Source: an optimization exercise on an open RTL-to-GDS flow (aim: small area). Production flows keep margins and buffers that such runs may drop. The RTL was checked by simulation tests, not by an equivalence proof against the original design.

==> flow/design.v (excerpt) <==
module tslfs_core (
    input  wire         clk,
    input  wire         rst,           
    input  wire [9:0]   cmd,           
    input  wire [63:0]  now,
    input  wire [63:0]  period,
    output wire [1:0]   res_stage,     
    output wire [2:0]   res_err,       
    output wire         res_boundary,
    output wire         res_frame_valid,
    output wire [7:0]   res_frame_len,
    output wire [1:0]   res_decision,  
    output wire [31:0]  res_dropped_since_last,
    output wire [511:0] res_payload,   
    output reg  [64:0]  next_allowed,
    output wire [31:0]  dropped_count,
    output reg  [31:0]  malformed_count,
    output reg  [31:0]  framing_err_count,
    output reg  [31:0]  truncated_count
);
    wire       do_reset = rst | cmd[9];
    wire       do_feed  = ~do_reset & cmd[8];
    wire [7:0] b        = cmd[7:0];
    reg  [8:0]   c;         
    reg          bnd_r;     
    reg          poison_r;  
    reg          head_r;    
    reg  [1:0]   m;         
    reg          fed;       
    reg  [495:0] pl;        
    reg          zr;        
    reg  [31:0]  dr;        
    wire [8:0] ce       = bnd_r ? 9'd1 : c;       
    wire       poison_e = poison_r & ~bnd_r;
    wire       head_e   = head_r | bnd_r;
    wire overflow  = (ce == 9'd255);
    wire boundary  = (m == 2'd3) && (b == 8'h58);
    wire poisoned  = poison_e | overflow;
    wire frame     = boundary & ~poisoned & head_e;
    wire malformed = boundary & ~poisoned & ~head_e;
    wire long      = ce[7] | ce[6];                
    wire decode_ok = frame & long;
    wire truncated = frame & ~long;
  ...
Size: ~26000 um^2 of cells after synthesis.
export LEC_CHECK = 0
export CAP_MARGIN = 20
export CORE_MARGIN = 2
export CORE_UTILIZATION = 40
export PLACE_DENSITY = 0.8
export SLEW_MARGIN = 20
export SYNTH_MEMORY_MAX_BITS = 4096
create_clock -name core_clock -period 10.0 [get_ports {clk}]
standard.sh (not shown) runs the stock make flow with config.mk's settings and CLKGATE_MAP_FILE= SYNTH_SCRIPT=/design/flow/synth_recipe.tcl, a recipe that flattens the netlist after the stock synthesis.
==> flow/flow/run.sh <==
#!/bin/bash
# Standard ORFS layout with three changes:
#  - before floorplanning, the combinational logic between the registers is re-mapped for
#    area with OpenROAD's restructure (flow/rmp.tcl); timing is repaired by the later steps;
#  - every input and output port still gets its own buffer, made of the smallest buffer cell;
#  - clock tree: small clock buffers in small sink clusters, no dummy loads.
set -euo pipefail
bash standard.sh \
  PRE_FLOORPLAN_TCL="$PWD/flow/rmp.tcl" \
  BUFFER_PORTS_ARGS="-buffer_cell sky130_fd_sc_hd__buf_1" \
  CTS_ARGS="-sink_clustering_enable -repair_clock_nets -dont_use_dummy_load -buf_list sky130_fd_sc_hd__clkbuf_4 -sink_clustering_size 10 -sink_clustering_max_diameter 35" \
  finish > orfs_make.log 2>&1
==> flow/flow/rmp.tcl <==
# Area recovery on the synthesized netlist: OpenROAD's restructure re-maps the
# combinational logic between the registers with ABC for area (registers untouched).
set_dont_use $::env(DONT_USE_CELLS)
file mkdir $::env(OBJECTS_DIR)/rmp
restructure -target area \
  -liberty_file $::env(PLATFORM_DIR)/lib/sky130_fd_sc_hd__tt_025C_1v80.lib \
  -tielo_port sky130_fd_sc_hd__conb_1/LO -tiehi_port sky130_fd_sc_hd__conb_1/HI \
  -work_dir $::env(OBJECTS_DIR)/rmp -abc_logfile $::env(OBJECTS_DIR)/rmp/abc.log
report_design_area
The starting point failed in 2_1_floorplan.
Change:
==> flow/flow/run.sh (replaced) <==
#!/bin/bash
# Standard ORFS layout with two changes:
#  - every input and output port still gets its own buffer, made of the smallest buffer cell;
#  - clock tree: small clock buffers in small sink clusters, no dummy loads.
set -euo pipefail
bash standard.sh \
  BUFFER_PORTS_ARGS="-buffer_cell sky130_fd_sc_hd__buf_1" \
  CTS_ARGS="-sink_clustering_enable -repair_clock_nets -dont_use_dummy_load -buf_list sky130_fd_sc_hd__clkbuf_4 -sink_clustering_size 10 -sink_clustering_max_diameter 35" \
  finish > orfs_make.log 2>&1
removed: flow/flow/rmp.tcl
=> With this change the flow completed with no timing, DRC or antenna violations; synthesized area climbs by a few percent; synthesized cell count goes down by roughly a tenth.

==> static timing again, ports no longer ideal <==
How much do the figures lean on ideal ports? The routed layout below was timed once more, with nothing changed but the port constraints.
Step 1 sets driving cells, clkbuf_16 on the clock port and buf_2 on the other inputs (assumed; they add their load-dependent delay and slew).
Step 2 adds t to the input delays and takes it off the output delays; t is the mean of the earliest and latest rising clock arrival at the registers after step 1. Input paths then give back, and output paths get back, about the clock's delay inside the block.
a / b / c = ideal / step 1 / step 2; a / b = the first two.
run: the second run
t (ns): 0.859
slack for setup (ns): 3.448 / 3.464 / 2.604
clock arrival spread, ns: 0.179 / 0.179
worst register clock-pin slew, ns: 0.11 / 0.11
worst slew at a driven data input, ns: 0.19
After both steps setup and hold are still met in the second run. For the second run, drivers alone change the setup slack by +0.016 ns; drivers and shift together by -0.844 ns.
